Background: an optimization exercise with open tools, aiming at small area, a short achievable clock period and few clock cycles per item. Do not read the settings as production practice. Where RTL was checked, it was by simulation tests only, not by an equivalence proof against the original. No functional check of the RTL was part of runs 2 to 6. Power is estimated from default activity; no workload was simulated.

==> flow/design.v <==
module bms_scale #(
    parameter integer XLO = -2147549,
    parameter integer XHI = 2147483
) (
    input  wire [31:0] x,
    output wire        ok
);
    assign ok = ($signed(x) >= XLO) && ($signed(x) <= XHI);
endmodule
module bms_u8 (
    input  wire [31:0] x,
    output wire [7:0]  q
);
    wire [7:0] a = x[15:8];
    wire [7:0] b = x[7:0];
    wire borrow = (a >= b) && (x[15:0] != 16'd0);
    assign q = x[31] ? 8'd0 : x[16] ? 8'hff : a - {7'd0, borrow};
endmodule
module bms_encoder (
    input  wire        clk,
    input  wire        rst,
    input  wire [7:0]  a_local,
    input  wire        req_valid,
    output wire        req_ready,
    input  wire [2:0]  req_kind,
    input  wire [31:0] req_x0,
    input  wire [31:0] req_x1,
    input  wire [31:0] req_x2,
    input  wire [31:0] req_x3,
    input  wire [31:0] req_x4,
    input  wire [7:0]  req_u0,
    input  wire [7:0]  req_u1,
    input  wire [55:0] req_bitmap,
    output reg         out_valid,
    input  wire        out_ready,
    output reg         out_err,
    output wire [7:0]  out_err_idx,
    output wire [31:0] out_id,
    output wire [63:0] out_data
);
    wire k_va  = !req_kind[2] && !req_kind[0];           
    wire k_st  = req_kind == 3'd1;                       
    wire k_vc  = req_kind == 3'd3;                       
    wire k_tp  = req_kind == 3'd4;                       
    wire k_ch  = k_vc || k_tp;                           
    wire k_bal = req_kind == 3'd5;                       
    wire h = req_kind[2];
    wire signed [41:0] x0s = $signed(req_x0);
    wire signed [41:0] x1s = $signed(req_x1);
    wire signed [41:0] b0 = {26'd0, {16{req_x0[31]}}};
    wire signed [41:0] b1 = {26'd0, {16{req_x1[31]}}};
    wire signed [41:0] p0 = (h ? x0s <<< 7 : x0s <<< 10) - (x0s <<< 5)
                          + (h ? x0s <<< 2 : x0s <<< 3) + b0;
    wire signed [41:0] p1 = (h ? x1s <<< 7 : x1s <<< 10) - (x1s <<< 5)
                          + (h ? x1s <<< 2 : x1s <<< 3) + b1;
    wire [25:0] q0 = p0[41:16];
    wire [25:0] q1 = p1[41:16];
    wire h2 = !req_kind[0];
    wire [31:0] x2 = {{6{req_x2[25]}}, req_x2[25:0]};
    wire [31:0] b2 = {16'd0, {16{x2[31]}}};
    wire [31:0] p2 = (h2 ? x2 << 7 : x2 << 10) - (x2 << 5)
                   + (h2 ? x2 << 2 : x2 << 3) + b2;
    wire [15:0] q2 = p2[31:16];
    wire [7:0] q2s, q3;
    bms_u8 u_q2s (.x(req_x2), .q(q2s));
    bms_u8 u_q3  (.x(req_x3), .q(q3));
    wire [7:0] q4 = req_x4[23:16] + {7'd0, req_x4[31] && (req_x4[15:0] != 16'd0)};
    wire ok0k, ok1k, ok2k, ok0h, ok1h, ok2h, ok2s, ok3s, ok4;
    bms_scale #(.XLO(-2147549),  .XHI(2147483))  u_ok0k (.x(req_x0), .ok(ok0k));
    bms_scale #(.XLO(-2147549),  .XHI(2147483))  u_ok1k (.x(req_x1), .ok(ok1k));
    bms_scale #(.XLO(-2147549),  .XHI(2147483))  u_ok2k (.x(req_x2), .ok(ok2k));
    bms_scale #(.XLO(-21475491), .XHI(21474836)) u_ok0h (.x(req_x0), .ok(ok0h));
    bms_scale #(.XLO(-21475491), .XHI(21474836)) u_ok1h (.x(req_x1), .ok(ok1h));
    bms_scale #(.XLO(-21475491), .XHI(21474836)) u_ok2h (.x(req_x2), .ok(ok2h));
    bms_scale #(.XLO(-257),      .XHI(65793))    u_ok2s (.x(req_x2), .ok(ok2s));
    bms_scale #(.XLO(-257),      .XHI(65793))    u_ok3s (.x(req_x3), .ok(ok3s));
    bms_scale #(.XLO(-8454143),  .XHI(8388607))  u_ok4  (.x(req_x4), .ok(ok4));
    wire [8:0] first = {1'b0, req_u0};
    wire [8:0] count = {1'b0, req_u1};
    wire use0 = first < count;
    wire use1 = (first + 9'd1) < count;
    wire use2 = (first + 9'd2) < count;
    wire f0 = use0 && !(h ? ok0h : ok0k);
    wire f1 = use1 && !(h ? ok1h : ok1k);
    wire f2 = use2 && !(h ? ok2h : ok2k);
    wire s_err = !ok0k || !ok1k || !ok2s || !ok3s || !ok4;
    wire [2:0] s_idx = !ok0k ? 3'd0 : !ok1k ? 3'd1 : !ok2s ? 3'd2 : !ok3s ? 3'd3 : 3'd4;
    wire [7:0] c_idx = req_u0 + (f0 ? 8'd0 : f1 ? 8'd1 : 8'd2);
    wire       r_err = k_st ? s_err : k_ch ? (f0 || f1 || f2) : 1'b0;
    wire [7:0] r_idx = k_ch ? c_idx : {5'd0, s_idx};
    wire [31:0] q0w = {{6{q0[25]}}, q0};
    wire [31:0] q1w = {{6{q1[25]}}, q1};
    reg [63:0] r_data;
    always @(*) begin
        if (k_va) begin
            r_data = {q0w, q1w};
        end else if (k_st) begin
            r_data = {q0[15:0], q1[15:0], q2s, q3, q4, req_u0};
        end else if (k_ch) begin
            r_data = {req_u0, req_u1,
                      use0 ? q0[15:0] : 16'd0,
                      use1 ? q1[15:0] : 16'd0,
                      use2 ? q2 : 16'd0};
        end else if (k_bal) begin
            r_data = {req_u0, req_bitmap};
        end else begin
            r_data = {req_u0, req_u1, 48'd0};
        end
    end
    reg [2:0]  out_kind;
    reg [63:0] out_reg;
    assign out_data    = out_reg;
    assign out_err_idx = out_reg[7:0];
    assign req_ready = !out_valid || out_ready;
    always @(posedge clk) begin
        if (rst) begin
            out_valid <= 1'b0;
        end else if (req_ready) begin
            out_valid <= req_valid;
        end
        if (req_ready) begin
            out_err     <= r_err;
            out_kind    <= req_kind;
            out_reg     <= {r_data[63:8], r_err ? r_idx : r_data[7:0]};
        end
    end
    reg [7:0] pt;
    always @(*) begin
        case (out_kind)
            3'd0: pt = 8'd38;
            3'd1: pt = 8'd45;
            3'd2: pt = 8'd40;
            3'd3: pt = 8'd41;
            3'd4: pt = 8'd43;
            3'd5: pt = 8'd42;
            default: pt = 8'd255;
        endcase
    end
    assign out_id = {16'h8000, pt, a_local};
endmodule
==> flow/flow/run.sh <==
#!/bin/bash
# Standard layout, with plain buf_2 cells as the port buffers and timing
# repair aimed at a setup slack of 5 ns.
set -euo pipefail
export BUFFER_PORTS_ARGS="-buffer_cell sky130_fd_sc_hd__buf_2"
export SETUP_SLACK_MARGIN=5
bash standard.sh > standard.log 2>&1
==> flow/standard.sh <==
#!/bin/bash
# synth_recipe.tcl (not shown) runs the flow's synth.tcl, then flattens the netlist and writes it again
# the make line also repeats each setting of config.mk as NAME=value (left out here)
make -C /OpenROAD-flow-scripts/flow DESIGN_CONFIG=/design/flow/config.mk WORK_HOME=/design/flow/orfs CLKGATE_MAP_FILE= SYNTH_SCRIPT=/design/flow/synth_recipe.tcl "${@:-finish}"
==> flow/config.mk <==
export PLATFORM = sky130hd
export DESIGN_NAME = bms_encoder
export DESIGN_NICKNAME = bms_encoder
export VERILOG_FILES = /design/flow/design.v
export SDC_FILE = /design/flow/constraint.sdc
export NUM_CORES = 4
export LEC_CHECK = 0
export CAP_MARGIN = 20
export CORE_MARGIN = 2
export CORE_UTILIZATION = 40
export SLEW_MARGIN = 20
==> flow/constraint.sdc <==
create_clock -name core_clock -period 12.0 [get_ports {clk}]
set_input_delay 2.4000 -clock core_clock [delete_from_list [all_inputs] [get_ports {clk}]]
set_output_delay 2.4000 -clock core_clock [all_outputs]
set_load 0.01 [all_outputs]
==> results of run 1 <==
## worst max-delay path by stage
stage | start | end
floorplan | req_kind[2] | out_reg[43]$_DFFE_PP_
finish | req_kind[2] | out_reg[43]$_DFFE_PP_
CTS | req_kind[2] | out_reg[43]$_DFFE_PP_
detailed placement | req_kind[2] | out_reg[24]$_DFFE_PP_
global route | req_x0[7] | out_reg[43]$_DFFE_PP_
global placement | req_kind[2] | out_reg[43]$_DFFE_PP_
## routing by layer
metal / vias to the layer above / share of wire [%] / wire length, µm / track usage (%)
met5: - / 0 / 0 / 0
met4: 0 / 2.1 / 1310 / 6.03
met3: 79 / 8.2 / 5180 / 4.29
met2: 794 / 45 / 28500 / 43.5
met1: 8557 / 45 / 28400 / 39.4
li1: 8378 / - / - / -
## worst register-to-register path, stage by stage, from the launching register on
cell      delay, ns
dfxtp_1        0.33
nand2b_4       0.24
buf_4          0.67
## synthesized netlist by cell type (all sizes together), types with 17 or more instances
cell	n	area share, %
xnor2	56	2.8
inv	270	5.8
xor2	38	1.9
mux2	19	1.3
nor2b	21	0.75
mux2i	25	1.4
a21boi	28	1.2
clkbuf	80	1.7
o221ai	17	0.89
nor4	32	1.1
o21ai	141	4.0
a31oi	20	0.71
and3	22	0.79
and2	19	0.68
nand2b	21	0.75
buf	55	2.0
ha	243	17
nor3	39	1.1
a211oi	22	0.94
nand3	56	1.6
nand4	38	1.4
edfxtp	68	12
nand2	223	4.8
nor2	119	2.6
a21oi	149	4.3
fa	115	13
a21o	56	2.4
## kinds of logic after synthesis
logic type	synth area share, %
adder cells (fa/ha/maj)	30.5
AO/OA/AOI/OAI	22.7
other	0.0429
multiplexers	2.72
XOR/XNOR	4.70
buffers and inverters	9.59
flip-flops	11.8
AND/OR/NAND/NOR	18.0
## final cells by class
class                      instances  area [µm²]
tap                              585         732
inverter                         273        1040
multi-input combinational       1763       14000
fill                            4356       23200
timing repair buffer             339        1840
clock buffer                      10         239
sequential                        69        2060
clock inverter                     6        71.3
## stage by stage
step	instance area, µm²	hold WS (ns)	worst slack (ns)	std cells
2_1_floorplan	17700	2.07	4.94	2240
3_3_place_gp	19400	0.744	4.12	3023
3_5_place_dp	19400	0.745	4.04	3023
4_1_cts	19800	0.761	5.01	3039
5_1_grt	19900	0.799	5.00	3045
6_report	19900	0.750	5.22	3045
## what timing repair did
item,CTS,global route
gates resized for setup,16,22
pin swaps,0,4
buffers inserted,0,5
setup endpoints to repair,60,43
cloned,0,1
## power by group
group	leakage, nW	internal, mW	total [mW]	switching (mW)
sequential	0.747	0.360	0.414	0.0533
clock	0.145	0.168	0.287	0.118
combinational	8.88	0.676	1.73	1.06
total	9.78	1.20	2.43	1.23
==> impl_results.md, run 1 <==
* Lkg Pwr at 9.78 nW
* Final period util at 56.5%
* Inserted Clock Buffers at 9
* Power, Total at 2.43 mW
* Worst-path maximum fanout at 24
* # DRC at 0
* Crit. End Element: flop
* Worst vdd ir at 0.0808 mV
* Syn_area_per_cell at slightly below 8 µm²
* TritonCTS clock tree: done
* Critical path depth at 17
* Tmin final at slightly below 7 ns
* Final hold violations at 0
* Yosys warning count at 1
* Critical path arrival at 6.88 ns
* Synthesis-to-finish area growth at 13.9%
* Worst-margin pin slew at 1.09 ns
* DIE HEIGHT at 213 µm
* Endpoints failing setup at 0
* Pins over their slew limit at 0
* Dpl hpwl at 52300 µm
* Synth cell types at 84
* Max stage delay cell, worst path: fa_1
* Max reg flops at 64
* Core ar. at 43200 µm²
* Post-Syn Area at 17500 µm²
* Root Buffer: clkbuf_16
* Max-Cap Viols at 0
* FF+latch count, synth at about 70
* Drt wl/cell at 20.8 µm
* Hold Path Depth at 1
* Max Freq at 148 MHz
* Die ar. at 45500 µm²
* Die Span X at between 200 and 250 µm
* H-Tree Depth at 3
* Initial Util at approximately 41%
* IO Port Bufs at 320
* GRT Util Overall at between 20% and 30%
* Flop-to-flop setup slack at 10.33 ns
* Worst-case clock buffer depth at 2
* CP required at around 12 ns
* Hold crit path type: reg -> reg
* Worst setup SP type: input port
* Iter 0 DRT Violations at 1556
* Antenna Nets Post-Route at 0
* Hold path startpoint: out_valid$_SDFFE_PP0P_
* Commonest non-fill, non-tap cell in the layout: buf_2
* Largest net degree at the start of global routing at 76
* Num Clock Sinks at 69
* Post-synth EDFFs at 68
* WHS Endpoint: out_reg[55]$_DFFE_PP_
* Rows at 76
* Status: timing/DRC/antenna clean
* Most frequent cells in the layout: 318 x buf_2, 270 x inv_1, 242 x ha_1
* Reg2reg start: out_valid$_SDFFE_PP0P_
* Setup Crit Path Kind: in -> reg
* Post-Syn Instances at 2225
* Vias in the first global route at 17100
* Global-route wire length before repair at 97700 µm
* Final core occ at 46.2%
* Skew-Pair Late Insertion Delay at 0.35 ns
* R2r endpoint: out_reg[30]$_DFFE_PP_
* Vias post-DR at 17800
* Post-CTS Hold Buffers at 0
* Worst path max stage delay at ~0.53 ns
* RSZ-0062 raised after global routing: no
* Synth Flop Type: edfxtp_1
* Register area share after synthesis at about an eighth
* Via density at 5.85
* DR pass1 iterations at 6
* Clock transition time at the flip-flop clock pins of the worst setup and hold paths at 0.07 ns
* Antenna cell count at 0
* Crit-path leading delay family: compound AO/OA/AOI/OAI gates
* Initial antenna violation count at 0
* CP bufs+invs at 3
* Asr flop ratio synth at 0%
* Pwr dens at 122 nW/µm²
* Layout cell share with drive strength beyond 1 at 16.6%
* Routed WL at roughly 63000 µm
* Final GP Congestion at between 0.9 and 1
* Slew headroom at 27.0%
* R2R cell count at 2
* Layout net count at 3060
* Worst Clk Skew at around 0.011 ns
* IO Pins at 354
* Final setup TNS at 0 ns
* Worst path cell trace: buf_16, mux2_2, fa_1, inv_1, fa_1, inv_1, ha_1, a21oi_1, o21ai_1, a221oi_2, nor2_1, or3_4, o41a_1, a31o_2, a21oi_2, xnor2_1, a221o_1
* Total grt overflow at 0
Testbench counts, summed over its fixed seeds: cycles 16,008, items 16,000.
==> run 2: changes to the inputs <==
--- a/flow/design.v
+++ b/flow/design.v
@@ -16,4 +16,36 @@
     wire borrow = (a >= b) && (x[15:0] != 16'd0);
     assign q = x[31] ? 8'd0 : x[16] ? 8'hff : a - {7'd0, borrow};
+endmodule
+module bms_seg #(
+    parameter integer W = 42
+) (
+    input  wire [31:0]   x,
+    input  wire          h,
+    output wire [15:0]   lo,
+    output wire          go,
+    output wire          c16,
+    output wire [W-33:0] hi
+);
+    wire        neg = x[31];
+    wire [41:0] xs  = {{10{neg}}, x};
+    wire [41:0] t10 = xs << 10, t7 = xs << 7, t3 = xs << 3, t2 = xs << 2;
+    wire [41:0] a  = {t10[41:32], h ? t7[31:0] : t10[31:0]};
+    wire [41:0] c  = {t3[41:32],  h ? t2[31:0] : t3[31:0]};
+    wire [41:0] nb = ~(xs << 5);               
+    wire [41:0] s1 = a ^ nb ^ c;
+    wire [41:0] k1 = {(a[40:0] & nb[40:0]) | (a[40:0] & c[40:0]) | (nb[40:0] & c[40:0]), 1'b0};
+    wire [15:0] d  = {16{neg}};
+    wire [15:0] s2 = s1[15:0] ^ k1[15:0] ^ d;
+    wire [16:0] k2 = {(s1[15:0] & k1[15:0]) | (s1[15:0] & d) | (k1[15:0] & d), 1'b1};
+    wire [16:0] low = {1'b0, s2} + {1'b0, k2[15:0]};
+    assign c16 = low[16];
+    wire [16:0] mid = {1'b0, s1[31:16]} + {1'b0, k1[31:16]} + {16'd0, k2[16]};
+    assign lo = mid[15:0];
+    assign go = mid[16];
+    generate
+        if (W > 32) begin : g_hi
+            assign hi = s1[W-1:32] + k1[W-1:32];
+        end
+    endgenerate
 endmodule
 module bms_encoder (
@@ -45,21 +77,12 @@
     wire k_ch  = k_vc || k_tp;                           
     wire k_bal = req_kind == 3'd5;                       
-    wire h = req_kind[2];
-    wire signed [41:0] x0s = $signed(req_x0);
-    wire signed [41:0] x1s = $signed(req_x1);
-    wire signed [41:0] b0 = {26'd0, {16{req_x0[31]}}};
-    wire signed [41:0] b1 = {26'd0, {16{req_x1[31]}}};
-    wire signed [41:0] p0 = (h ? x0s <<< 7 : x0s <<< 10) - (x0s <<< 5)
-                          + (h ? x0s <<< 2 : x0s <<< 3) + b0;
-    wire signed [41:0] p1 = (h ? x1s <<< 7 : x1s <<< 10) - (x1s <<< 5)
-                          + (h ? x1s <<< 2 : x1s <<< 3) + b1;
-    wire [25:0] q0 = p0[41:16];
-    wire [25:0] q1 = p1[41:16];
-    wire h2 = !req_kind[0];
-    wire [31:0] x2 = {{6{req_x2[25]}}, req_x2[25:0]};
-    wire [31:0] b2 = {16'd0, {16{x2[31]}}};
-    wire [31:0] p2 = (h2 ? x2 << 7 : x2 << 10) - (x2 << 5)
-                   + (h2 ? x2 << 2 : x2 << 3) + b2;
-    wire [15:0] q2 = p2[31:16];
+    wire        h = req_kind[2];
+    wire [15:0] lo0, lo1, lo2;
+    wire [9:0]  hi0, hi1;
+    wire        go0, go1, go2, c0, c1, c2;
+    bms_seg #(.W(42)) u_s0 (.x(req_x0), .h(h), .lo(lo0), .go(go0), .c16(c0), .hi(hi0));
+    bms_seg #(.W(42)) u_s1 (.x(req_x1), .h(h), .lo(lo1), .go(go1), .c16(c1), .hi(hi1));
+    wire [31:0] x2c = {{6{req_x2[25]}}, req_x2[25:0]};
+    bms_seg #(.W(32)) u_s2 (.x(x2c), .h(!req_kind[0]), .lo(lo2), .go(go2), .c16(c2), .hi());
     wire [7:0] q2s, q3;
     bms_u8 u_q2s (.x(req_x2), .q(q2s));
@@ -89,27 +112,31 @@
     wire       r_err = k_st ? s_err : k_ch ? (f0 || f1 || f2) : 1'b0;
     wire [7:0] r_idx = k_ch ? c_idx : {5'd0, s_idx};
-    wire [31:0] q0w = {{6{q0[25]}}, q0};
-    wire [31:0] q1w = {{6{q1[25]}}, q1};
     reg [63:0] r_data;
+    reg [3:0]  r_ci;
     always @(*) begin
         if (k_va) begin
-            r_data = {q0w, q1w};
+            r_data = {lo0[15:10], hi0, lo0, lo1[15:10], hi1, lo1};
+            r_ci   = {1'b0, c0, 1'b0, c1};
         end else if (k_st) begin
-            r_data = {q0[15:0], q1[15:0], q2s, q3, q4, req_u0};
+            r_data = {lo0, lo1, q2s, q3, q4, req_u0};
+            r_ci   = {c0, c1, 2'b00};
         end else if (k_ch) begin
             r_data = {req_u0, req_u1,
-                      use0 ? q0[15:0] : 16'd0,
-                      use1 ? q1[15:0] : 16'd0,
-                      use2 ? q2 : 16'd0};
+                      use0 ? lo0 : 16'd0,
+                      use1 ? lo1 : 16'd0,
+                      use2 ? lo2 : 16'd0};
+            r_ci   = {1'b0, use0 && c0, use1 && c1, use2 && c2};
         end else if (k_bal) begin
             r_data = {req_u0, req_bitmap};
+            r_ci   = 4'd0;
         end else begin
             r_data = {req_u0, req_u1, 48'd0};
+            r_ci   = 4'd0;
         end
     end
     reg [2:0]  out_kind;
     reg [63:0] out_reg;
-    assign out_data    = out_reg;
-    assign out_err_idx = out_reg[7:0];
+    reg [3:0]  out_ci;
+    reg [1:0]  out_go;
     assign req_ready = !out_valid || out_ready;
     always @(posedge clk) begin
@@ -120,9 +147,22 @@
         end
         if (req_ready) begin
-            out_err     <= r_err;
-            out_kind    <= req_kind;
-            out_reg     <= {r_data[63:8], r_err ? r_idx : r_data[7:0]};
+            out_err  <= r_err;
+            out_kind <= req_kind;
+            out_reg  <= {r_data[63:8], r_err ? r_idx : r_data[7:0]};
+            out_ci   <= r_ci;
+            out_go   <= {go0, go1};
         end
     end
+    assign out_err_idx = out_reg[7:0];
+    wire        o_va = !out_kind[2] && !out_kind[0];
+    wire [15:0] l2 = out_reg[47:32] + {15'd0, out_ci[2]};
+    wire [15:0] l0 = out_reg[15:0]  + {15'd0, out_ci[0]};
+    wire [1:0]  c32_0 = {1'b0, out_go[1]} + {1'b0, (out_reg[47:32] == 16'hffff) && out_ci[2]};
+    wire [1:0]  c32_1 = {1'b0, out_go[0]} + {1'b0, (out_reg[15:0] == 16'hffff) && out_ci[0]};
+    wire [9:0]  h0 = out_reg[57:48] + {8'd0, c32_0};
+    wire [9:0]  h1 = out_reg[25:16] + {8'd0, c32_1};
+    wire [15:0] l3 = o_va ? {{6{h0[9]}}, h0} : out_reg[63:48] + {15'd0, out_ci[3]};
+    wire [15:0] l1 = o_va ? {{6{h1[9]}}, h1} : out_reg[31:16] + {15'd0, out_ci[1]};
+    assign out_data = {l3, l2, l1, l0};
     reg [7:0] pt;
     always @(*) begin
==> impl_results.md, run 2 <==
* Top cell type by total area after synthesis: fa_1
* Top-area cell type share of the netlist area at between 10% and 20%
* Asr flop ratio synth at 0%
* Tmin final at 6.61 ns
* Crit-path leading delay family: buffers and inverters
* Synth Flop Type: edfxtp_1
* Worst-path maximum fanout at 21
* Rows at 76
* Cell with the most instances after synthesis: inv_1
* Initial antenna violation count at 2
* Most frequent cells in the layout: 319 x buf_2, 265 x inv_1, 190 x ha_1
* Initial Util at 40.7%
* Core ar. at 43300 µm²
* Vias post-DR at around 17000
* Drt wl/cell at 20.7 µm
* FF+latch count, synth at 75
* Synthesis-to-finish area growth at 12.3%
* Endpoints failing setup at 0
* Pins over their slew limit at 0
* GRT Util Overall at 27.3%
* Setup Crit Path Kind: in -> reg
* Pwr dens at 106 nW/µm²
* # DRC at 0
* Commonest non-fill, non-tap cell in the layout: buf_2
* Via density at roughly 5.6
* Worst Clk Skew at 0.00616 ns
* Post-cts resize count at 0
* TritonCTS clock tree: done
* Yosys warning count at 1
* H-Tree Depth at 3
* Worst path cell trace: buf_2, inv_1, ha_1, nor4bb_1, and3_1, a221o_1, a21oi_1, xnor2_1, a22o_1, o211a_1, and3_1, ha_1, inv_1, fa_1, nor2b_1, xnor2_1, nor2_1, mux2_4
* Hold crit path type: reg -> reg
* Die Span X at 214 µm
* Worst-case clock buffer depth at 2
* Clock transition time at the flip-flop clock pins of the worst setup and hold paths at around 0.06 ns
* Die ar. at around 46000 µm²
* Root Buffer: clkbuf_16
* Inserted Clock Buffers at 9
* IO Port Bufs at 320
* Routed WL at between 60000 and 70000 µm
* Worst vdd ir at around 0.072 mV
* Worst-margin pin slew at 1.03 ns
* Iter 0 DRT Violations at 1363
* Final core occ at 45.7%
* Register area share after synthesis at between 10% and 20%
* Layout net count at 3001
* Critical path arrival at 6.72 ns
* CP required at between 10 and 15 ns
* Synth cell types at between 80 and 90
* Final setup TNS at 0 ns
* Hold path startpoint: out_valid$_SDFFE_PP0P_
* Max-Cap Viols at 0
* Worst path max stage delay at 0.52 ns
* Skew-Pair Late Insertion Delay at 0.36 ns
* RSZ-0062 raised after global routing: no
* Dpl hpwl at between 50000 and 60000 µm
* Antenna Nets Post-Route at 0
* Max reg flops at between 60 and 70
* Final hold violations at 0
* Layout cell share with drive strength beyond 1 at 15.9%
* Total grt overflow at 0
* Post-Syn Instances at 2207
* Post-synth EDFFs at 74
* DIE HEIGHT at 214 µm
* Reg2reg start: out_valid$_SDFFE_PP0P_
* Top cells by count, synth: 265 x inv_1, 190 x ha_1, 177 x a21oi_1
* Status: timing/DRC/antenna clean
* Global-route wire length before repair at 95600 µm
* CP bufs+invs at 3
* Post-Syn Area at 17600 µm²
* Ranking of synthesized cells by area: fa_1 15%, ha_1 14%, edfxtp_1 13%
* Worst setup SP type: input port
* Lkg Pwr at slightly above 9 nW
* Max Freq at 151 MHz
* Crit. End Element: flop
* Final GP Congestion at 0.960
* Vias in the first global route at 16700
* DR pass1 iterations at 6
* Num Clock Sinks at 75
* Syn_area_per_cell at 7.97 µm²
* Max stage delay cell, worst path: inv_1
* Final period util at 55.1%
* Slew headroom at 31.4%
* Largest net degree at the start of global routing at 86
* Post-CTS Hold Buffers at 0
* Power, Total at 2.10 mW
* IO Pins at 354
* Worst setup path start: req_x1[31]
* Post-CTS Setup Inserts at 0
## run 2: changes by cell type after synthesis, sizes merged, moves of 11 or more
| cell | previous run | this run |
|---|---|---|
| ha | 243 | 190 |
| nand2 | 223 | 175 |
| nor2b | 21 | 64 |
| xnor2 | 56 | 88 |
| xor2 | 38 | 68 |
| a21oi | 149 | 177 |
| a21boi | 28 | 7 |
| a21o | 56 | 36 |
| a211oi | 22 | 6 |
| fa | 115 | 131 |
| mux2i | 25 | 37 |
| nand2b | 21 | 33 |
| a211o | 11 | 0 |
## run 2: cells by family after synthesis
kind of cell             Yosys count  synth area share [%]
flip-flops                        75                  12.7
AO/OA/AOI/OAI                    530                  18.5
adder cells (fa/ha/maj)          321                  28.4
AND/OR/NAND/NOR                  675                  20.0
XOR/XNOR                         156                  7.81
other                              2                0.0427
buffers and inverters            395                  9.24
multiplexers                      53                  3.24
## run 2: metal layers
layer | track usage (%) | share of wire, % | vias up
met3 | 2.55 | 5.6 | 123
met2 | 45.8 | 47 | 629
met4 | 12.1 | 4.6 | 0
li1 | - | - | 8147
met1 | 35.7 | 43 | 8129
met5 | 0 | 0 | -
## run 2: final timing paths
check                           endpoint  slack (ns)  cells after the start
hold reg to reg   out_valid$_SDFFE_PP0P_        1.11                      3
hold / removal    out_valid$_SDFFE_PP0P_        1.11                      3
setup reg to reg   out_reg[18]$_DFFE_PP_       10.39                      2
setup / recovery    out_reg[6]$_DFFE_PP_        5.39                     18
## run 2: stage by stage
step | hold WS, ns | instances | setup WS (ns) | instance area, µm²
after floorplan | 2.19 | 2222 | 5.16 | 17700
after global placement | 1.10 | 3007 | 4.98 | 19400
after detailed placement | 1.15 | 3007 | 4.87 | 19400
after CTS | 1.16 | 3023 | 5.22 | 19700
after global routing | 1.24 | 3025 | 5.09 | 19800
final | 1.11 | 3026 | 5.39 | 19800
## run 2: report_power, final
group	total [mW]	switching, mW	internal [mW]
sequential	0.462	0.0835	0.379
clock	0.279	0.119	0.160
combinational	1.35	0.810	0.544
## run 2: worst reg2reg max path, cell delays in order, from the launching register on
cell and delay [ns]:
dfxtp_1 0.33, nand2b_4 0.06, buf_4 0.75
## run 2: area by class of cell
| type | instances | area, µm² |
|---|---|---|
| fill | 4414 | 23500 |
| multi-input combinational | 1752 | 13800 |
| sequential | 75 | 2240 |
| timing repair buffer | 330 | 1690 |
| inverter | 265 | 995 |
| tap | 585 | 732 |
| clock buffer | 9 | 225 |
| clock inverter | 7 | 68.8 |
| antenna | 3 | 7.51 |
==> run 3: changes to the inputs <==
--- a/flow/design.v
+++ b/flow/design.v
@@ -101,7 +101,9 @@
     wire [8:0] first = {1'b0, req_u0};
     wire [8:0] count = {1'b0, req_u1};
+    wire [8:0] first1 = first + 9'd1;
+    wire [8:0] first2 = first + 9'd2;
     wire use0 = first < count;
-    wire use1 = (first + 9'd1) < count;
-    wire use2 = (first + 9'd2) < count;
+    wire use1 = first1 < count;
+    wire use2 = first2 < count;
     wire f0 = use0 && !(h ? ok0h : ok0k);
     wire f1 = use1 && !(h ? ok1h : ok1k);
@@ -109,5 +111,5 @@
     wire s_err = !ok0k || !ok1k || !ok2s || !ok3s || !ok4;
     wire [2:0] s_idx = !ok0k ? 3'd0 : !ok1k ? 3'd1 : !ok2s ? 3'd2 : !ok3s ? 3'd3 : 3'd4;
-    wire [7:0] c_idx = req_u0 + (f0 ? 8'd0 : f1 ? 8'd1 : 8'd2);
+    wire [7:0] c_idx = f0 ? req_u0 : f1 ? first1[7:0] : first2[7:0];
     wire       r_err = k_st ? s_err : k_ch ? (f0 || f1 || f2) : 1'b0;
     wire [7:0] r_idx = k_ch ? c_idx : {5'd0, s_idx};
==> flow/flow/run.sh (replaced) <==
#!/bin/bash
# Standard layout, with plain buf_2 cells as the port buffers and timing
# repair aimed at a setup slack of 5.5 ns.
set -euo pipefail
export BUFFER_PORTS_ARGS="-buffer_cell sky130_fd_sc_hd__buf_2"
export SETUP_SLACK_MARGIN=5.5
bash standard.sh > standard.log 2>&1
==> impl_results.md, run 3 <==
* Status: timing/DRC/antenna clean
* Top cells by count, synth: 282 x inv_1, 196 x a21oi_1, 184 x ha_1
* Most frequent cells in the layout: 317 x buf_2, 280 x inv_1, 190 x a21oi_1
* Tmin final at 6.36 ns
* TritonCTS clock tree: done
* Worst setup SP type: input port
* Number of fill cells in the layout at 4269
* Antenna Nets Post-Route at 0
* Total grt overflow at 0
* Worst vdd ir at 0.0543 mV
* Hold crit path type: reg -> reg
* Inserted Clock Buffers at 9
* Top cell type by total area after synthesis: fa_1
* Initial Util at 40.7%
* Ranking of synthesized cells by area: fa_1 15%, ha_1 13%, edfxtp_1 13%
* Setup Crit Path Kind: in -> reg
* H-Tree Depth at 3
* Via density at 5.75
* Post-Syn Area at 17600 µm²
* Cell with the most instances after synthesis: inv_1
* IO Pins at roughly 350
* Skew-Pair Late Insertion Delay at 0.35 ns
* Worst-margin pin slew at 1.19 ns
* Synthesis-to-finish area growth at 14.3%
* FF+latch count, synth at 75
* Vias post-DR at roughly 18000
* Worst-path maximum fanout at 50
* Final setup TNS at 0 ns
* Rows at 76
* Iter 0 DRT Violations at 1519
* Pins over their slew limit at 0
* Worst path max stage delay at 0.64 ns
* Global-route wire length before repair at 97900 µm
* Clock transition time at the flip-flop clock pins of the worst setup and hold paths at 0.07 ns
* GRT Util Overall at 27.0%
* # DRC at 0
* Largest net degree at the start of global routing at about 100
* DIE HEIGHT at 214 µm
* Final core occ at 46.6%
* Post-synth EDFFs at 74
* CP bufs+invs at 4
* Crit. End Element: flop
* Flop-to-flop setup slack at roughly 10 ns
* Core ar. at 43300 µm²
* Asr flop ratio synth at 0%
* Max stage delay cell, worst path: a31oi_1
* Layout cell share with drive strength beyond 1 at 17.2%
* Final GP Congestion at 0.945
* Syn_area_per_cell at 7.96 µm²
* Top-area cell type share of the netlist area at between 10 and 15%
* Die Span X at 214 µm
* Vias in the first global route at 16900
* Yosys warning count at 1
* Slew headroom at 20.8%
* Crit-path leading delay family: compound AO/OA/AOI/OAI gates
* Commonest non-fill, non-tap cell in the layout: buf_2
* Register area share after synthesis at 12.7%
* Num Clock Sinks at 75
* Worst Hold Slack at 1.29 ns
* Final hold violations at 0
* Max reg flops at 64
* Layout net count at 3012
* Post-Syn Instances at 2216
* Critical path arrival at 6.42 ns
* Dpl hpwl at between 50000 and 60000 µm
* Post-CTS Hold Buffers at 0
* Worst-case clock buffer depth at 2
* Lkg Pwr at 9.47 nW
* Drt wl/cell at 21.1 µm
* Routed WL at 64200 µm
* Max-Cap Viols at 0
* Synth Flop Type: edfxtp_1
* Die ar. at 45800 µm²
* Root Buffer: clkbuf_16
* IO Port Bufs at 320
* Synth cell types at 86
* DR pass1 iterations at 5
* Final period util at ~53%
* Pwr dens at between 100 and 150 nW/µm²
* RSZ-0062 raised after global routing: no
* Worst Clk Skew at 0.00553 ns
* Endpoints failing setup at 0
* CP required at 12.06 ns
* Worst path cell trace: buf_16, clkbuf_16, mux2_2, fa_1, inv_1, fa_1, inv_1, ha_1, a21o_1, a21oi_1, nor2b_1, o21ai_0, nand2b_1, a221oi_1, o21ai_0, a31oi_1, o32ai_1
* Initial antenna violation count at 2
* Max Freq at 157 MHz
-- run 3: final timing paths --
check | to | from | cells after the start
max reg2reg | out_kind[0]$_DFFE_PP_ | out_valid$_SDFFE_PP0P_ | 1
min | out_valid$_SDFFE_PP0P_ | out_valid$_SDFFE_PP0P_ | 2
max | out_ci[0]$_DFFE_PP_ | req_kind[2] | 17
min reg2reg | out_valid$_SDFFE_PP0P_ | out_valid$_SDFFE_PP0P_ | 2
-- run 3: kinds of logic after synthesis --
logic type / count (synthesis) / share of synthesized area [%]
compound gates: 562 / 20.1
xor+xnor: 150 / 7.45
mux: 56 / 3.28
simple gates: 639 / 18.6
buf+inv: 418 / 9.94
other cells: 2 / 0.0426
fa+ha+maj: 314 / 27.8
flops: 75 / 12.7
-- run 3: area by class of cell --
| cell class | instances | area, µm² | area share, % |
|---|---|---|---|
| diodes | 2 | 5.00 | 0.0248 |
| clock buffers | 11 | 233 | 1.15 |
| clock inverters | 5 | 77.6 | 0.385 |
| inverters | 282 | 1070 | 5.29 |
| multi-input cells | 1738 | 13800 | 68.5 |
| flip-flops and latches | 75 | 2240 | 11.1 |
| well taps | 585 | 732 | 3.63 |
| repair buffers | 345 | 1990 | 9.89 |
-- run 3: where the power goes --
part           total (mW)  leakage, nW  switching, mW  internal (mW)
Clock               0.297        0.150          0.115          0.182
Sequential          0.461        0.816         0.0840          0.377
Combinational        1.43         8.50          0.857          0.572
Total                2.19         9.47           1.06           1.13
-- run 3: through the flow --
stage | power [mW] | instance area [µm²] | setup WS (ns) | instances
detailed placement | 1.83 | 19500 | 4.06 | 3011
finish | 2.19 | 20100 | 5.64 | 3043
global placement | 1.81 | 19400 | 4.20 | 3010
global route | 2.34 | 20100 | 5.46 | 3042
CTS | 2.14 | 19900 | 5.52 | 3032
floorplan | 1.34 | 17700 | 5.37 | 2231
-- run 3: layer usage --
layer / up-vias / share of wire (%) / track usage (%)
li1: 8210 / - / -
met3: 105 / 7.1 / 2.90
met2: 713 / 46 / 44.4
met4: 0 / 3.4 / 8.95
met1: 8474 / 43 / 36.9
met5: - / 0 / 0
-- run 3: repair_timing --
action,in CTS,in global routing
buffers inserted,2,6
setup endpoints to repair,47,23
cloned,3,3
gates resized for setup,13,20
pin swaps,0,3
==> run 4: changes to the inputs <==
==> flow/flow/run.sh (replaced) <==
#!/bin/bash
# Standard layout, with plain buf_2 cells as the port buffers and timing
# repair aimed at a setup slack of 6 ns.
set -euo pipefail
export BUFFER_PORTS_ARGS="-buffer_cell sky130_fd_sc_hd__buf_2"
export SETUP_SLACK_MARGIN=6
bash standard.sh > standard.log 2>&1
==> impl_results.md, run 4 <==
* Clock transition time at the flip-flop clock pins of the worst setup and hold paths at 0.07 ns
* Root Buffer: clkbuf_16
* Slew headroom at approximately a quarter
* Final hold violations at 0
* Worst setup path start: req_kind[2]
* H-Tree Depth at 3
* Hold Path Depth at 3
* Num Clock Sinks at 75
* Total grt overflow at 0
* Synth Flop Type: edfxtp_1
* Synthesis-to-finish area growth at 17.6%
* Asr flop ratio synth at 0%
* Post-synth EDFFs at 74
* Post-Syn Area at ~18000 µm²
* Status: timing/DRC/antenna clean
* Drt wl/cell at 21.2 µm
* FF+latch count, synth at 75
* Setup Crit Path Kind: in -> reg
* Die ar. at 45800 µm²
* Worst-path maximum fanout at 5
* Max-Cap Viols at 0
* Core ar. at 43300 µm²
* Critical path arrival at 6.06 ns
* Worst-margin pin slew at 1.11 ns
* R2r endpoint: out_reg[4]$_DFFE_PP_
* TritonCTS clock tree: done
* Final period util at 49.7%
* Inserted Clock Buffers at 9
* Reg2reg start: out_valid$_SDFFE_PP0P_
* DIE HEIGHT at 214 µm
* Placed cell count at roughly 3000
* Syn_area_per_cell at 7.96 µm²
* Cell with the most instances after synthesis: inv_1
* Most frequent cells in the layout: 309 x buf_2, 273 x inv_1, 184 x ha_1
* Skew-Pair Late Insertion Delay at approximately 0.35 ns
* IO Port Bufs at 320
* Hold crit path type: reg -> reg
* Worst setup SP type: input port
* Initial antenna violation count at 10
* Die Span X at 214 µm
* Worst vdd ir at 0.0756 mV
* R2R cell count at 2
* Iter 0 DRT Violations at around 1200
* Pwr dens at between 100 and 150 nW/µm²
* Pins over their slew limit at 0
* Endpoints failing setup at 0
* RSZ-0062 raised after global routing: yes
* IO Pins at 354
* Post-Syn Instances at 2216
* DR pass1 iterations at 7
* Worst Clk Skew at 0.00884 ns
* CP required at 12.10 ns
* Top cells by count, synth: 282 x inv_1, 196 x a21oi_1, 184 x ha_1
* Max Freq at about 170 MHz
* Max reg flops at 64
* Top cell type by total area after synthesis: fa_1
* GRT Util Overall at around 28%
* Vias post-DR at approximately 18000
* Via density at 5.70
* Yosys warning count at 1
* Dpl hpwl at ~52000 µm
* Routed WL at ~65000 µm
* Antenna Nets Post-Route at 0
* Final setup TNS at 0 ns
* Crit. End Element: flop
* Layout net count at 3042
* Vias in the first global route at 17200
* Rows at 76
* Flop-to-flop setup slack at between 10 and 15 ns
* Worst-case clock buffer depth at 2
* Initial Util at 40.7%
* Critical Path End: out_reg[46]$_DFFE_PP_
* Non-Filler Instances at 3081
* Synth cell types at 86
* Tmin final at 5.96 ns
* Ranking of synthesized cells by area: fa_1 15%, ha_1 13%, edfxtp_1 13%
* Register area share after synthesis at 12.7%
* # DRC at 0
* Lkg Pwr at 9.69 nW
* Layout cell share with drive strength beyond 1 at 20.0%
* Commonest non-fill, non-tap cell in the layout: buf_2
* Global-route wire length before repair at 99800 µm
* Final GP Congestion at around 0.96
* Largest net degree at the start of global routing at 76
* Top-area cell type share of the netlist area at 14.8%
-- run 4: cell counts after synthesis --
No cell type changed its count.
-- run 4: repair_timing --
action,4_1_cts,5_1_grt
setup buffers,16,19
setup endpoints to repair,61,43
gates resized for setup,34,52
hold buffers,0,0
gates cloned,4,4
pin swaps,11,32
-- run 4: worst min-delay path by stage --
stage	start	endpoint	slack [ns]
6_report	out_valid$_SDFFE_PP0P_	out_valid$_SDFFE_PP0P_	1.13
5_1_grt	out_valid$_SDFFE_PP0P_	out_reg[51]$_DFFE_PP_	1.22
4_1_cts	out_valid$_SDFFE_PP0P_	out_valid$_SDFFE_PP0P_	1.16
3_5_place_dp	out_valid$_SDFFE_PP0P_	out_valid$_SDFFE_PP0P_	1.14
3_3_place_gp	out_valid$_SDFFE_PP0P_	out_valid$_SDFFE_PP0P_	1.15
2_1_floorplan	out_valid$_SDFFE_PP0P_	out_valid$_SDFFE_PP0P_	1.49
-- run 4: final cells by class --
class / instances / area (µm²)
sequential: 75 / 2240
timing repair buffer: 375 / 2330
fill: 4285 / 22500
clock inverter: 6 / 66.3
tap: 585 / 732
multi-input combinational: 1738 / 14000
inverter: 282 / 1070
clock buffer: 10 / 229
antenna: 10 / 25.0
-- run 4: cells by family (layout without fill, tap and decap cells) --
kind of cell	count (synthesis)	after routing	synth area share, %
flops	75	75	12.7
other cells	2	27	0.0426
mux	56	56	3.28
compound gates	562	562	20.1
buf+inv	418	673	9.94
simple gates	639	639	18.6
xor+xnor	150	150	7.45
fa+ha+maj	314	314	27.8
-- run 4: through the flow --
step                      setup WS (ns)  power, mW  area, µm²  hold WS, ns  util [%]
after floorplan                    5.66       1.36      17900         1.49         -
after global placement             4.76       1.82      19500         1.15      45.2
after detailed placement           4.60       1.84      19500         1.14      45.2
after CTS                          5.99       2.18      20300         1.16      46.9
after global routing               5.94       2.41      20700         1.22      47.9
final                              6.04       2.25      20700         1.13      47.9
-- run 4: worst max-delay path: stages --
cell and delay, ns:
buf_16 0.13, nor2b_4 0.14, a21oi_2 0.05, fa_1 0.48, inv_1 0.05, fa_2 0.34
inv_2 0.07, fa_2 0.22, inv_2 0.04, fa_2 0.36, a21o_1 0.20, a21oi_2 0.18
o21ai_1 0.10, nor2b_4 0.15, a211o_1 0.30, a21oi_2 0.21, xnor2_2 0.19, nor2_1 0.11
a221o_1 0.30
-- run 4: where the power goes --
part	switching [mW]	leakage, nW	internal (mW)
sequential	0.0778	0.816	0.377
combinational	0.889	8.74	0.628
clock	0.121	0.135	0.161
total	1.09	9.69	1.17
-- run 4: per-layer routing --
layer  share of wire [%]  wire length, µm  track usage, %
met1                  42            27300            36.4
met2                  47            30900            46.4
met3                 7.1             4660            3.86
met4                 3.7             2430            10.1
met5               0.020               13               0
==> run 5: changes to the inputs <==
--- a/flow/design.v
+++ b/flow/design.v
@@ -162,8 +162,8 @@
     wire [1:0]  c32_0 = {1'b0, out_go[1]} + {1'b0, (out_reg[47:32] == 16'hffff) && out_ci[2]};
     wire [1:0]  c32_1 = {1'b0, out_go[0]} + {1'b0, (out_reg[15:0] == 16'hffff) && out_ci[0]};
-    wire [9:0]  h0 = out_reg[57:48] + {8'd0, c32_0};
-    wire [9:0]  h1 = out_reg[25:16] + {8'd0, c32_1};
-    wire [15:0] l3 = o_va ? {{6{h0[9]}}, h0} : out_reg[63:48] + {15'd0, out_ci[3]};
-    wire [15:0] l1 = o_va ? {{6{h1[9]}}, h1} : out_reg[31:16] + {15'd0, out_ci[1]};
+    wire [15:0] m3 = out_reg[63:48] + {14'd0, o_va ? c32_0 : {1'b0, out_ci[3]}};
+    wire [15:0] m1 = out_reg[31:16] + {14'd0, o_va ? c32_1 : {1'b0, out_ci[1]}};
+    wire [15:0] l3 = o_va ? {{6{m3[9]}}, m3[9:0]} : m3;
+    wire [15:0] l1 = o_va ? {{6{m1[9]}}, m1[9:0]} : m1;
     assign out_data = {l3, l2, l1, l0};
     reg [7:0] pt;
==> flow/flow/run.sh (replaced) <==
#!/bin/bash
# Standard layout, with plain buf_2 cells as the port buffers and timing
# repair aimed at a setup slack of 6.5 ns.
set -euo pipefail
export BUFFER_PORTS_ARGS="-buffer_cell sky130_fd_sc_hd__buf_2"
export SETUP_SLACK_MARGIN=6.5
bash standard.sh > standard.log 2>&1
==> impl_results.md, run 5 <==
* Hold crit path type: reg -> reg
* IO Port Bufs at 320
* Core ar. at about 43000 µm²
* Worst path max stage delay at 0.51 ns
* Worst-path maximum fanout at 4
* Layout cell share with drive strength beyond 1 at 30.1%
* Skew-Pair Late Insertion Delay at approximately 0.35 ns
* Vias in the first global route at about 17000
* Clock transition time at the flip-flop clock pins of the worst setup and hold paths at around 0.060 ns
* Yosys warning count at 1
* # DRC at 0
* Max reg flops at 64
* Drt wl/cell at 21.8 µm
* Asr flop ratio synth at 0%
* Via density at 5.75
* TritonCTS clock tree: done
* Crit-path leading delay family: adder cells
* Rows at 76
* FF+latch count, synth at 75
* FF+latch area at 2240 µm²
* Top cell type by total area after synthesis: fa_1
* Slew headroom at 29.5%
* Post-Syn Instances at 2167
* RSZ-0062 raised after global routing: yes
* Synth cell types at 95
* DIE HEIGHT at around 210 µm
* Register area share after synthesis at roughly 13%
* Iter 0 DRT Violations at 1579
* Routed WL at around 68000 µm
* Post-Syn Area at 17400 µm²
* Dpl hpwl at 52000 µm
* Layout net count at about 3100
* CP bufs+invs at 6
* Initial Util at ~40%
* Syn_area_per_cell at 8.03 µm²
* Die ar. at 45200 µm²
* Power, Total at 2.56 mW
* Max stage delay cell, worst path: fa_1
* Cell with the most instances after synthesis: inv_1
* Worst Clk Skew at between 0.005 and 0.006 ns
* Worst-margin pin slew at 1.06 ns
* Worst-case clock buffer depth at 2
* Status: timing/DRC/antenna clean
* Number of fill cells in the layout at ~4000
* Synth Flop Type: edfxtp_1
* Pins over their slew limit at 0
* Inserted Clock Buffers at 9
* Worst path cell trace: buf_16, buf_16, nor2b_4, a21oi_2, fa_1, inv_1, fa_2, inv_2, fa_2, inv_2, fa_2, a21o_1, a21oi_2, o21ai_2, a31o_4, buf_4, a2111oi_4, nor2_2, nor2_2, mux2i_2, o22ai_1
* Lkg Pwr at 10.5 nW
* Die Span X at 213 µm
* Ranking of synthesized cells by area: fa_1 15%, ha_1 13%, edfxtp_1 13%
* Top-area cell type share of the netlist area at 15.0%
* H-Tree Depth at 3
* Final period util at between 50% and 60%
* Endpoints failing setup at 0
* Top cells by count, synth: 274 x inv_1, 191 x a21oi_1, 185 x ha_1
* Final GP Congestion at 0.936
* Cell repeated most along the worst path: fa_2
* Global-route wire length before repair at 102000 µm
* Worst setup SP type: input port
* Max-Cap Viols at 0
* Initial antenna violation count at 1
* Root Buffer: clkbuf_16
* Tmin final at 6.06 ns
* Total grt overflow at 0
* Synthesis-to-finish area growth at 29.9%
* Crit. End Element: flop
* Multi-input logic area at 15000 µm²
* Commonest non-fill, non-tap cell in the layout: buf_2
* Final hold violations at 0
* IO Pins at 354
* Antenna Nets Post-Route at 0
* Most frequent cells in the layout: 307 x buf_2, 258 x inv_1, 173 x ha_1
* DR pass1 iterations at 6
* Critical path arrival at 6.24 ns
* Worst vdd ir at ~0.068 mV
* Largest net degree at the start of global routing at between 70 and 80
* GRT Util Overall at ~29%
* Final setup TNS at 0 ns
* Num Clock Sinks at 75
* Final core occ at 52.6%
* CP required at approximately 12 ns
* Post-synth EDFFs at 74
* Setup Crit Path Kind: in -> reg
* Pwr dens at ~110 nW/µm²
* Max Freq at approximately 170 MHz
* Vias post-DR at 18000
* Post-CTS Hold Buffers at 0
[run 5: changes by cell type after synthesis, moves of 10 or more]
cell      previous run  this run
o21ai_0            119       105
nand2b_1            28        15
nor3_1              51        38
nor2_1             120       131
clkbuf_1            78        68
mux2i_1             42        32
[run 5: logic make-up (layout without fill, tap and decap cells)]
| group | Yosys count | in the layout | share of synthesized area [%] |
|---|---|---|---|
| compound gates | 567 | 567 | 21.1 |
| flops | 75 | 75 | 12.9 |
| xor+xnor | 150 | 150 | 7.55 |
| other cells | 2 | 18 | 0.0431 |
| mux | 44 | 44 | 2.62 |
| fa+ha+maj | 315 | 315 | 28.2 |
| buf+inv | 405 | 761 | 9.80 |
| simple gates | 609 | 609 | 17.8 |
[run 5: report_power, final]
part | total [mW] | switching, mW | leakage (nW) | internal (mW)
sequential | 0.446 | 0.0703 | 0.817 | 0.376
combinational | 1.84 | 1.02 | 9.52 | 0.814
clock | 0.279 | 0.119 | 0.141 | 0.160
[run 5: final cells by class]
cell class / instances / area share (%)
diodes: 1 / 0.0111
well taps: 585 / 3.24
inverters: 277 / 4.68
clock buffers: 9 / 0.996
clock inverters: 7 / 0.304
repair buffers: 468 / 14.3
flip-flops and latches: 75 / 9.92
multi-input cells: 1702 / 66.5
[run 5: routing by layer]
metal  wire [µm]  vias to the layer above  part of all wire (%)  GRT usage [%]
met4        2470                        0                   3.6           8.95
met5           0                        -                     0              0
met3        5480                      123                   8.1           4.68
met2       31600                      799                    47           48.4
met1       28400                     8701                    42           39.1
li1            -                     8333                     -              -
[run 5: stage by stage]
step | hold slack, ns | worst slack, ns | instances | cell area (µm²)
2_1_floorplan | 1.11 | 5.51 | 2182 | 17700
3_3_place_gp | 1.18 | 4.79 | 2970 | 19300
3_5_place_dp | 1.18 | 4.68 | 2970 | 19300
4_1_cts | 1.20 | 5.96 | 3082 | 21600
5_1_grt | 1.25 | 5.83 | 3124 | 22600
6_report | 1.18 | 5.94 | 3124 | 22600
[run 5: timing repair]
action | in CTS | in global routing
cloned | 11 | 0
resized for setup | 226 | 149
buffers inserted | 85 | 41
setup endpoints to repair | 86 | 75
pin swaps | 107 | 105
[run 5: final timing paths]
| kind | slack, ns | start | depth (start not counted) | to |
|---|---|---|---|---|
| setup / recovery | 5.94 | req_kind[2] | 21 | out_reg[46]$_DFFE_PP_ |
| hold / removal | 1.18 | out_valid$_SDFFE_PP0P_ | 3 | out_valid$_SDFFE_PP0P_ |
| setup reg to reg | 10.36 | out_valid$_SDFFE_PP0P_ | 2 | out_reg[20]$_DFFE_PP_ |
| hold reg to reg | 1.18 | out_valid$_SDFFE_PP0P_ | 3 | out_valid$_SDFFE_PP0P_ |
[run 5: worst min-delay path, delay by kind of cell (launching register included)]
| family | cells | cell delay (ns) |
|---|---|---|
| buf+inv | 1 | 0.43 |
| flops | 1 | 0.37 |
| compound gates | 1 | 0.26 |
| simple gates | 1 | 0.07 |
==> run 6: changes to the inputs <==
--- a/flow/design.v
+++ b/flow/design.v
@@ -40,7 +40,7 @@
     wire [16:0] low = {1'b0, s2} + {1'b0, k2[15:0]};
     assign c16 = low[16];
-    wire [16:0] mid = {1'b0, s1[31:16]} + {1'b0, k1[31:16]} + {16'd0, k2[16]};
-    assign lo = mid[15:0];
-    assign go = mid[16];
+    wire [17:0] mid = {1'b0, s1[31:16], k2[16]} + {1'b0, k1[31:16], k2[16]};
+    assign lo = mid[16:1];
+    assign go = mid[17];
     generate
         if (W > 32) begin : g_hi
==> impl_results.md, run 6 <==
* Status: timing/DRC/antenna clean
* Root Buffer: clkbuf_16
* FF+latch area at 2240 µm²
* Routed WL at 66600 µm
* Power, Total at 2.58 mW
* Worst setup SP type: input port
* Ranking of synthesized cells by area: fa_1 14%, ha_1 14%, edfxtp_1 13%
* Post-route cell area at roughly 22000 µm²
* Slew headroom at 32.0%
* Number of fill cells in the layout at 4168
* Core ar. at about 43000 µm²
* Skew-Pair Late Insertion Delay at about 0.34 ns
* Most frequent cells in the layout: 307 x buf_2, 261 x inv_1, 181 x ha_1
* Hold crit path type: reg -> reg
* Clock transition time at the flip-flop clock pins of the worst setup and hold paths at about 0.070 ns
* Register area share after synthesis at 12.8%
* Lkg Pwr at 10.3 nW
* Inserted Clock Buffers at 9
* WHS Endpoint: out_reg[20]$_DFFE_PP_
* Num Clock Sinks at 75
* R2R cell count at 2
* Synth cell types at 90
* Global-route wire length before repair at 99600 µm
* Post-Syn Area at 17600 µm²
* Endpoints failing setup at 0
* Max Freq at 167 MHz
* DR pass1 iterations at 8
* Antenna cell count at 0
* Worst Clk Skew at 0.0118 ns
* Via density at roughly 5.8
* Synthesis-to-finish area growth at 27.8%
* TritonCTS clock tree: done
* Vias in the first global route at 17100
* Cell with the most instances after synthesis: inv_1
* Hold path startpoint: out_valid$_SDFFE_PP0P_
* Die Span X at 214 µm
* Switching share of power at 47.2%
* Layout net count at 3100
* Crit. End Element: flop
* Worst-path maximum fanout at 6
* Initial antenna violation count at 0
* Post-synth EDFFs at 74
* Syn_area_per_cell at approximately 8.0 µm²
* Pint at between 1 and 1.5 mW
* Top cells by count, synth: 274 x inv_1, 207 x a21oi_1, 195 x ha_1
* Seq pwr share at roughly 18%
* RSZ-0062 raised after global routing: yes
* Top-area cell type share of the netlist area at approximately 14%
* Pins over their slew limit at 0
* Die ar. at around 46000 µm²
* Multi-input logic area at 15000 µm²
* Top cell type by total area after synthesis: fa_1
* CP required at 12.10 ns
* Tmin final at 6.00 ns
* Pwr dens at 115 nW/µm²
* Final hold violations at 0
* Vias post-DR at 18100
* H-Tree Depth at 3
* DIE HEIGHT at between 200 and 250 µm
* Antenna Nets Post-Route at 0
* Max reg flops at 64
* Setup Crit Path Kind: in -> reg
* Yosys warning count at 1
* Layout cell share with drive strength beyond 1 at 28.1%
* Final GP Congestion at 0.992
* Initial Util at about two fifths
* Hold Path Depth at 1
* Post-Syn Instances at 2189
* Largest net degree at the start of global routing at between 50 and 60
* Final setup TNS at 0 ns
* Max-Cap Viols at 0
* Drt wl/cell at 21.4 µm
* Total grt overflow at 0
* Worst-case clock buffer depth at 2
* Asr flop ratio synth at 0%
* Critical path arrival at 6.10 ns
* Final period util at 50.0%
* Worst vdd ir at between 0.06 and 0.07 mV
* Worst-margin pin slew at approximately 1.0 ns
* Post-DP Area at 19500 µm²
* Switch Pwr at 1.22 mW
* Final core occ at 52.0%
* Clock share of power at roughly 11%
* Commonest non-fill, non-tap cell in the layout: buf_2
* GRT Util Overall at 28.5%
* R2r endpoint: out_reg[8]$_DFFE_PP_
* Synth Flop Type: edfxtp_1
* Iter 0 DRT Violations at 1656
* Rows at between 70 and 80
* Dpl hpwl at 52100 µm
* Flop-to-flop setup slack at ~10 ns
* Reg2reg start: out_valid$_SDFFE_PP0P_
* Combinational power share at 71.6%
* IO Pins at 354
* IO Port Bufs at 320
* FF+latch count, synth at 75
* # DRC at 0
==> run 6: cell count changes after synthesis, moves of 7 or more <==
cell      delta
a21oi_1     +16
a22oi_1      -8
clkbuf_1    +14
ha_1        +10
nand3_1     +15
nor2_1      -29
nor3_1       +7
o21ai_0     -10
o21ai_1     +12
o21bai_1     +9
xnor2_1      +8
==> run 6: repair_timing <==
item	CTS	global route
buffers inserted	69	37
hold buffers	0	0
pin swaps	67	80
endpoints found under the setup margin	83	67
cloned	13	0
gates resized for setup	193	143
hold endpoints to repair	0	0
==> run 6: kinds of logic (layout without fill, tap and decap cells) <==
| kind of cell | after synthesis | count (layout) | synth area share, % |
|---|---|---|---|
| other | 2 | 17 | 0.0428 |
| AO/OA/AOI/OAI | 575 | 575 | 21.0 |
| AND/OR/NAND/NOR | 603 | 604 | 17.7 |
| XOR/XNOR | 158 | 158 | 7.88 |
| multiplexers | 46 | 46 | 2.71 |
| flip-flops | 75 | 75 | 12.8 |
| buffers and inverters | 408 | 737 | 9.54 |
| adder cells (fa/ha/maj) | 322 | 322 | 28.4 |
==> run 6: critical path, cell delays in order <==
cell,delay [ns]
buf_16,0.13
buf_6,0.12
buf_12,0.14
buf_16,0.14
nor2b_4,0.12
a21oi_2,0.05
fa_1,0.47
inv_2,0.08
fa_2,0.22
inv_2,0.04
fa_2,0.34
nor2b_1,0.12
o21a_1,0.18
o21ai_2,0.10
a211o_1,0.30
a31o_4,0.25
o2111ai_4,0.24
a21oi_4,0.10
xor2_2,0.20
nor2_1,0.07
a221o_1,0.28
==> run 6: metal layers <==
metal / routed length [µm] / part of all wire, % / up-vias / track usage (%)
met5: 0 / 0 / - / 0
met1: 29400 / 44 / 8780 / 40.6
met3: 4960 / 7.4 / 124 / 2.78
met4: 2130 / 3.2 / 0 / 8.74
li1: - / - / 8362 / -
met2: 30100 / 45 / 809 / 45.5
==> run 6: power by group through the flow <==
stage / registers (mW) / clock network [mW] / logic [mW]
2_1_floorplan: 0.424 / 0 / 0.942
3_3_place_gp: 0.455 / 0 / 1.41
3_5_place_dp: 0.457 / 0 / 1.42
4_1_cts: 0.450 / 0.285 / 1.64
5_1_grt: 0.459 / 0.294 / 2.00
6_report: 0.455 / 0.280 / 1.85
==> run 6: final cells by class <==
type / instances / share of cell area (%)
clock buffer: 11 / 1.04
inverter: 275 / 4.69
clock inverter: 3 / 0.290
timing repair buffer: 448 / 14.0
tap: 585 / 3.26
sequential: 75 / 9.99
multi-input combinational: 1722 / 66.7
==> run 6: worst max-delay path by stage <==
stage / cells after the start / to / start
after detailed placement: 14 / out_ci[2]$_DFFE_PP_ / req_kind[2]
after global routing: 18 / out_reg[15]$_DFFE_PP_ / req_kind[0]
after CTS: 17 / out_reg[15]$_DFFE_PP_ / req_kind[0]
final: 21 / out_reg[47]$_DFFE_PP_ / req_kind[2]
after floorplan: 20 / out_reg[47]$_DFFE_PP_ / req_kind[2]
after global placement: 15 / out_ci[2]$_DFFE_PP_ / req_kind[2]
==> run 6: metrics by stage <==
| stage | setup WS (ns) | hold WS, ns | instances |
|---|---|---|---|
| after global routing | 5.89 | 0.926 | 3119 |
| after detailed placement | 4.56 | 0.942 | 2986 |
| after global placement | 4.68 | 0.924 | 2986 |
| final | 6.00 | 0.892 | 3119 |
| after floorplan | 5.47 | 1.11 | 2204 |
| after CTS | 6.04 | 0.914 | 3082 |

## re-timing with driven ports
Ports are ideal in the flow. The routed layouts listed here were re-timed in OpenROAD.
Step 1 (the two cells are an assumption about what drives the block):
set clk [get_ports {clk}]
set_driving_cell -lib_cell sky130_fd_sc_hd__clkbuf_16 $clk
set_driving_cell -lib_cell sky130_fd_sc_hd__buf_2 [delete_from_list [all_inputs] $clk]
Step 2 moves the port delays by t, midway between the first and last clock arrival at a register: inputs arrive t later, outputs are due t later. That takes back most of the time a late clock gives input paths.
Three values: ideal ports, drivers, drivers and shift; two values: the first two.
| run | t, ns | setup WS [ns] | clock arrival spread, ns | worst data-port slew with drivers (ns) |
|---|---|---|---|---|
| run 1 | 0.399 | 5.220 / 5.013 / 4.614 | 0.011 / 0.012 | 0.27 |
| run 2 | 0.401 | 5.393 / 5.417 / 5.016 | 0.011 / 0.010 | 0.09 |
| run 3 | 0.394 | 5.644 / 5.480 / 5.086 | 0.010 / 0.010 | 0.22 |
| run 4 | 0.397 | 6.039 / 5.817 / 5.420 | 0.011 / 0.010 | 0.41 |
| run 5 | 0.394 | 5.944 / 5.775 / 5.381 | 0.009 / 0.009 | 0.22 |
| run 6 | 0.387 | 5.998 / 5.777 / 5.391 | 0.017 / 0.017 | 0.31 |
After both steps setup and hold are still met in every run listed. The setup slack of run 4, which loses most, moves by -0.222 ns with the drivers and by -0.619 ns with both steps.
